What follows belongs to an exercise in optimizing a design on an open flow for small area, a short achievable clock period and few clock cycles; a production flow would make more cautious choices.
Where RTL was checked, it was by simulation tests only, not by an equivalence proof against the original.
No activity file was given, so power comes from the tool's default toggle rates.

Design fsc_fp, start of the top module:
module fsc_fp (
    input  wire        clk,
    input  wire        rst,           
    input  wire        in_valid,
    input  wire [7:0]  in_data,
    output wire        in_ready,
    input  wire        fp_reset,
    input  wire        set_intron,
    input  wire [31:0] intron_in,     
    output wire        ev_valid,
    input  wire        ev_ready,
    output wire [2:0]  ev_code,
    output wire [63:0] ev_data,
    input  wire        ans_valid,
    input  wire [7:0]  ans_data       
);
    localparam [31:0] INTRON_RESET = 32'h3CC35AA5;    
    function eq1c;
        input [15:0] x;
        input [15:0] y;
        begin
            eq1c = ((x == y) && (y != 16'hFFFF)) ||
                   ((x == 16'hFFFF) && (y == 16'h0000));
        end
    endfunction
    wire clr = rst || fp_reset || set_intron;
    reg [31:0] intron;
    reg        q_srch, q_hdr, q_wait, q_body, q_thr;
    reg [1:0]  mpos;
    reg [2:0]  hcnt;
    reg [63:0] hdr_n;         
    wire [63:0] hdr = ~hdr_n;
    reg        hok, hlen0;    
  ...
Size in the first run: roughly 850 cells after synthesis, ~120 I/O pins, about 9200 um^2 of cells after synthesis.
clock: 9.0 ns
lec_check: 0
cap_margin: 20
core_margin: 2
core_utilization: 40
slew_margin: 20
standard.sh (not shown) runs the stock make flow with config.mk's settings and CLKGATE_MAP_FILE= SYNTH_SCRIPT=/design/flow/synth_recipe.tcl, a recipe that flattens the netlist after the stock synthesis.
==> flow/flow/run.sh <==
#!/bin/bash
# The standard ORFS layout (standard.sh) with these changes:
#  - synthesis maps logic with flow/abc_area.script (see synth_prefix.tcl)
#  - plain buf_1 port buffers instead of the default delay cells
#  - timing repair aimed at a shorter period than the design's (5.75 ns slack margin)
#  - a clock tree of smaller buffers, without dummy loads
set -e
here=$(pwd)
sed "s#@ABC_SCRIPT@#$here/flow/abc_area.script#" flow/synth_prefix.tcl > my_synth.tcl
cat synth_recipe.tcl >> my_synth.tcl
sed "s#SYNTH_SCRIPT=[^ ]*#SYNTH_SCRIPT=$here/my_synth.tcl#" standard.sh > my_standard.sh
export BUFFER_PORTS_ARGS="-buffer_cell sky130_fd_sc_hd__buf_1"
export SETUP_SLACK_MARGIN=5.75
export CTS_ARGS="-sink_clustering_enable -repair_clock_nets -dont_use_dummy_load -buf_list {sky130_fd_sc_hd__clkbuf_4 sky130_fd_sc_hd__clkbuf_8}"
bash my_standard.sh > standard.log 2>&1
==> flow/flow/abc_area.script <==
strash
&get -n
&st
&dch
&nf -R 1000
&put
==> flow/flow/synth_prefix.tcl <==
set my_abc_script @ABC_SCRIPT@
proc fix_abc {args} {
  global abc_args my_abc_script
  if {[lindex $abc_args 0] eq "-script" && [lindex $abc_args 1] ne $my_abc_script} {
    set abc_args [lreplace $abc_args 1 1 $my_abc_script]
  }
}
trace add variable ::abc_args write fix_abc
Testbench counts at the start, summed over its fixed seeds: cycles 15,963.
Then changed:
--- a/flow/design.v
+++ b/flow/design.v
@@ -24,27 +24,28 @@
         end
     endfunction
     wire clr = rst || fp_reset || set_intron;
     reg [31:0] intron;
     reg        q_srch, q_hdr, q_wait, q_body, q_thr;
     reg [1:0]  mpos;
     reg [2:0]  hcnt;
     reg [63:0] hdr_n;         
     wire [63:0] hdr = ~hdr_n;
-    reg        hok, hlen0;    
     reg [2:0]  type_q;
     reg        rdy;
     reg [7:0]  fa, fb;
     reg        fa_v, fb_v;
     reg        p_rf, p_beg, p_comp, p_type, p_inv, vw;
     reg        rf_q;             
     reg        v_lat;
-    reg        ev_v, s_comp, s_type, s_inv, s_rf;
+    reg        ev_v, s_comp, s_type;
+    wire       s_inv = (ev_c == 3'd6);
+    wire       s_rf  = (ev_c == 3'd1);
     wire       s_beg = p_beg;    
     reg  [3:0] nbeg;
     reg [2:0]  ev_c;
     reg        cs_v, cs_hi, cs_last, par;
     reg [7:0]  cs_b;
     reg [15:0] c0, c1;
     reg        k0, k1;
     reg        upd, fold, fin1, fin2, fin3, fin4;
     assign in_ready = rdy;
@@ -66,18 +67,21 @@
     wire pop  = fire && fa_v;
     wire [7:0] ib = intron[mpos*8 +: 8];
     wire m_cur = (in_data == ib);
     wire m_0   = (in_data == intron[7:0]);
     wire h7     = q_hdr && (hcnt == 3'd7);
     wire rf_hit = take && q_srch && m_cur && (mpos == 2'd3);
     wire t_h7   = take && h7;
     wire t_last = take && (q_body || q_thr) && len1;
     wire ans    = q_wait && ans_valid;
+    wire hok    = (hdr[7:3] == 5'd0) && (hdr[2:0] != 3'd0) && (hdr[2:0] <= 3'd4) &&
+                  (blen <= 16'd32);
+    wire hlen0  = (blen == 16'd0);
     wire acc    = (ans_data == 8'h01) && hok;
     wire n_srch = (q_srch && !rf_hit) || (ans && hlen0) || t_last;
     wire n_hdr  = (q_hdr && !t_h7) || rf_hit;
     wire n_wait = (q_wait && !ans_valid) || t_h7;
     wire n_body = (q_body && !t_last) || (ans && !hlen0 && acc);
     wire n_thr  = (q_thr && !t_last) || (ans && !hlen0 && !acc);
     wire push   = take && q_body;
     wire fa_ld  = !fa_v || pop;
     wire fa_v_n = fa_v ? (!pop || fb_v || push) : push;
@@ -114,21 +118,18 @@
         if (fa_ld) fa <= fb_v ? fb : in_data;
         if (push && (fb_v || !fa_ld)) fb <= in_data;
         if (take && q_hdr) begin
             hdr_n[63:32] <= ~{in_data, hdr[63:40]};
             hdr_n[15:0]  <= ~hdr[23:8];
             hcnt         <= hcnt + 3'd1;
         end
         if (take && (q_hdr || q_body || q_thr))
             hdr_n[31:16] <= q_hdr ? ~hdr[39:24] : ~bdec;
-        hok   <= (hdr[7:3] == 5'd0) && (hdr[2:0] != 3'd0) && (hdr[2:0] <= 3'd4) &&
-                 (blen <= 16'd32);
-        hlen0 <= (blen == 16'd0);
         if (q_wait && !p_type)
             type_q <= hdr[2:0];
         cs_v    <= cs_in;
         cs_hi   <= par;
         cs_last <= push && len1;
         if (cs_in) par <= !par;
         if (clr_cs) begin
             c0 <= 16'd0;
             k0 <= 1'b0;
@@ -172,20 +173,18 @@
             p_beg   <= 1'b0;
             nbeg    <= 4'hF;
             p_comp  <= 1'b0;
             p_type  <= 1'b0;
             p_inv   <= 1'b0;
             vw      <= 1'b0;
             ev_v    <= 1'b0;
             s_comp  <= 1'b0;
             s_type  <= 1'b0;
-            s_inv   <= 1'b0;
-            s_rf    <= 1'b0;
             ev_c    <= 3'd0;
             cs_v    <= 1'b0;
             upd     <= 1'b0;
             fold    <= 1'b0;
             fin1    <= 1'b0;
             fin2    <= 1'b0;
             fin3    <= 1'b0;
             fin4    <= 1'b0;
             if (rst)
@@ -221,20 +220,18 @@
             nbeg[2] <= !(t_h7 || p_beg) || (!t_h7 && fire);
             nbeg[3] <= t_h7 ? 1'b0 : (!p_beg || fire);
             p_comp <= p_comp_n;
             p_type <= p_type_n;
             p_inv  <= p_inv_n;
             vw     <= vw_n;
             ev_v   <= fa_v_n || (p_comp_n ? !vw_n : (p_type_n || p_inv_n || p_rf_n)) || p_beg_n;
             s_comp <= !fa_v_n && p_comp_n && !vw_n;
             s_type <= !fa_v_n && !p_comp_n && p_type_n;
-            s_inv  <= !fa_v_n && !p_comp_n && !p_type_n && p_inv_n;
-            s_rf   <= !fa_v_n && !p_comp_n && !p_type_n && !p_inv_n && p_rf_n;
             ev_c   <= fa_v_n ? 3'd3 : p_comp_n ? 3'd4 : p_type_n ? 3'd5 :
                       p_inv_n ? 3'd6 : p_rf_n ? 3'd1 : p_beg_n ? 3'd2 : 3'd0;
         end
     end
 endmodule
 module fsc_fp_add16(input [15:0] a, input [15:0] b, input ci, output [15:0] s, output co);
   wire [15:0] p = a ^ b;
   wire [15:0] g0 = a & b;
   wire gc0 = g0[0] | (p[0] & ci);
What happened: The new run passed the timing, design-rule and antenna checks; clock power is lower by about 2%; die area is lower by 1.0%; setup slack gets worse by 0.018 ns; final cell count is lower by 1.2%; area after synthesis is lower by 1.0%; non-clock buffer count is higher by 5; critical path depth is unchanged; hold slack gets worse by 0.0045 ns; via count is lower by 2.3%; wire length is lower by 5.7%; flip-flop and latch count is lower by 4.
Testbench counts after the change, summed over its fixed seeds: cycles 15,963.

fsc_fp, a different RTL version from the one above (not shown whole).
Size: ~120 I/O pins, ~0.0092 mm² of cells after synthesis.
export LEC_CHECK = 0
export CAP_MARGIN = 20
export CORE_MARGIN = 2
export CORE_UTILIZATION = 40
export SLEW_MARGIN = 20
create_clock -name core_clock -period 9.0 [get_ports {clk}]
==> flow/flow/run.sh <==
#!/bin/bash
# The standard ORFS layout (standard.sh) with these changes:
#  - synthesis maps logic with flow/abc_area.script (see synth_prefix.tcl)
#  - plain buf_1 port buffers instead of the default delay cells
#  - timing repair aimed at a shorter period than the design's
#  - a clock tree of smaller buffers, without dummy loads
set -e
here=$(pwd)
sed "s#@ABC_SCRIPT@#$here/flow/abc_area.script#" flow/synth_prefix.tcl > my_synth.tcl
cat synth_recipe.tcl >> my_synth.tcl
sed "s#SYNTH_SCRIPT=[^ ]*#SYNTH_SCRIPT=$here/my_synth.tcl#" standard.sh > my_standard.sh
export BUFFER_PORTS_ARGS="-buffer_cell sky130_fd_sc_hd__buf_1"
export SETUP_SLACK_MARGIN=5.6
export CTS_ARGS="-sink_clustering_enable -repair_clock_nets -dont_use_dummy_load -buf_list {sky130_fd_sc_hd__clkbuf_4 sky130_fd_sc_hd__clkbuf_8}"
bash my_standard.sh > standard.log 2>&1
Scripts as last shown in full above: flow/flow/abc_area.script, flow/flow/synth_prefix.tcl
==> next run, changes <==
--- a/flow/design.v
+++ b/flow/design.v
@@ -34,13 +34,14 @@
     reg [2:0]  type_q;
     reg        rdy;
     reg [7:0]  fa, fb;
     reg        fa_v, fb_v;
     reg        p_rf, p_beg, p_comp, p_type, p_inv, vw;
     reg        v_lat;
-    reg        ev_v, s_comp, s_type, s_inv, s_rf, s_beg;
+    reg        ev_v, s_comp, s_type, s_inv, s_rf;
+    wire       s_beg = p_beg;    
     reg [2:0]  ev_c;
     reg        cs_v, cs_hi, cs_last, par;
     reg [7:0]  cs_b;
     reg [15:0] c0, c1;
     reg        k0, k1;
     reg        upd, fold, fin1, fin2, fin3, fin4;
@@ -75,13 +76,13 @@
     wire push   = take && q_body;
     wire fa_ld  = !fa_v || pop;
     wire fa_v_n = fa_v ? (!pop || fb_v || push) : push;
     wire fb_v_n = fb_v ? (!pop || push) : (push && fa_v && !pop);
     wire end_acc  = (push && len1) || (ans && acc && hlen0);
     wire p_rf_n   = rf_hit || (p_rf && !(fire && s_rf));
-    wire p_beg_n  = t_h7 || (p_beg && !(fire && s_beg));
+    wire p_beg_n  = t_h7 || (p_beg && !fire);
     wire p_comp_n = end_acc || (p_comp && !(fire && s_comp));
     wire p_type_n = end_acc || (p_type && !(fire && s_type));
     wire p_inv_n  = (ans && !acc && hlen0) || (take && q_thr && len1) ||
                     (p_inv && !(fire && s_inv));
     wire vw_n     = (push && len1) || (vw && !fin4);
     wire cs_in  = take && ((q_hdr && !hcnt[2]) || q_body);
@@ -169,13 +170,12 @@
             vw      <= 1'b0;
             ev_v    <= 1'b0;
             s_comp  <= 1'b0;
             s_type  <= 1'b0;
             s_inv   <= 1'b0;
             s_rf    <= 1'b0;
-            s_beg   <= 1'b0;
             ev_c    <= 3'd0;
             cs_v    <= 1'b0;
             upd     <= 1'b0;
             fold    <= 1'b0;
             fin1    <= 1'b0;
             fin2    <= 1'b0;
@@ -190,13 +190,15 @@
             q_hdr  <= n_hdr;
             q_wait <= n_wait;
             q_body <= n_body;
             q_thr  <= n_thr;
             fa_v   <= fa_v_n;
             fb_v   <= fb_v_n;
-            rdy    <= !((q_wait && !ans_valid) || t_h7 || (q_body && fb_v_n));
+            rdy    <= !((q_wait && !ans_valid) || t_h7 || (q_body && fb_v_n) ||
+                        (q_hdr && ((hcnt == 3'd6 && take) || hcnt == 3'd7) &&
+                         (fa_v || p_comp || p_type || p_inv || p_rf)));
             if (take && q_srch) begin
                 if (m_cur)
                     mpos <= mpos + 2'd1;
                 else if (mpos != 2'd0)
                     mpos <= m_0 ? 2'd1 : 2'd0;
             end
@@ -207,19 +209,17 @@
             p_rf   <= p_rf_n;
             p_beg  <= p_beg_n;
             p_comp <= p_comp_n;
             p_type <= p_type_n;
             p_inv  <= p_inv_n;
             vw     <= vw_n;
-            ev_v   <= fa_v_n || (p_comp_n ? !vw_n :
-                                 (p_type_n || p_inv_n || p_rf_n || p_beg_n));
+            ev_v   <= fa_v_n || (p_comp_n ? !vw_n : (p_type_n || p_inv_n || p_rf_n)) || p_beg_n;
             s_comp <= !fa_v_n && p_comp_n && !vw_n;
             s_type <= !fa_v_n && !p_comp_n && p_type_n;
             s_inv  <= !fa_v_n && !p_comp_n && !p_type_n && p_inv_n;
             s_rf   <= !fa_v_n && !p_comp_n && !p_type_n && !p_inv_n && p_rf_n;
-            s_beg  <= !fa_v_n && !p_comp_n && !p_type_n && !p_inv_n && !p_rf_n && p_beg_n;
             ev_c   <= fa_v_n ? 3'd3 : p_comp_n ? 3'd4 : p_type_n ? 3'd5 :
                       p_inv_n ? 3'd6 : p_rf_n ? 3'd1 : p_beg_n ? 3'd2 : 3'd0;
         end
     end
 endmodule
 module fsc_fp_add16(input [15:0] a, input [15:0] b, input ci, output [15:0] s, output co);
Effect:
- via count is about the same
- global-route usage climbs by 0.42 points
- core utilization hardly moves
- final area stays flat
- final cell count goes down by 0.62%
Function was not checked in any run of this note: the RTL went through the layout flow alone.

[port drivers added, routing unchanged]
How much do the figures lean on ideal ports? The routed layouts below were timed once more, with nothing changed but the port constraints.
Step 1 assumes that a clkbuf_16 drives the clock port and a buf_2 every other input.
Step 2 also shifts input and output timing later by t, the mid clock arrival at the registers, as if the neighbouring blocks saw the same clock.
Three values: ideal ports, drivers, drivers and shift; two values: the first two.
run	shift t [ns]	slack for setup (ns)	worst data-port slew with drivers (ns)	pins driven straight from the clock port
the first run of note 1	0.495	5.804 / 5.764 / 5.384	0.06	1
the second run of note 1	0.489	5.786 / 5.748 / 5.381	0.04	1
the first run of note 2	0.493	5.709 / 5.666 / 5.271	0.03	1
the second run of note 2	0.488	5.694 / 5.654 / 5.348	0.04	1
After both steps setup and hold are still met in every run listed. For the first run of note 2, which loses most, drivers alone change the setup slack by -0.043 ns; drivers and shift together by -0.438 ns.
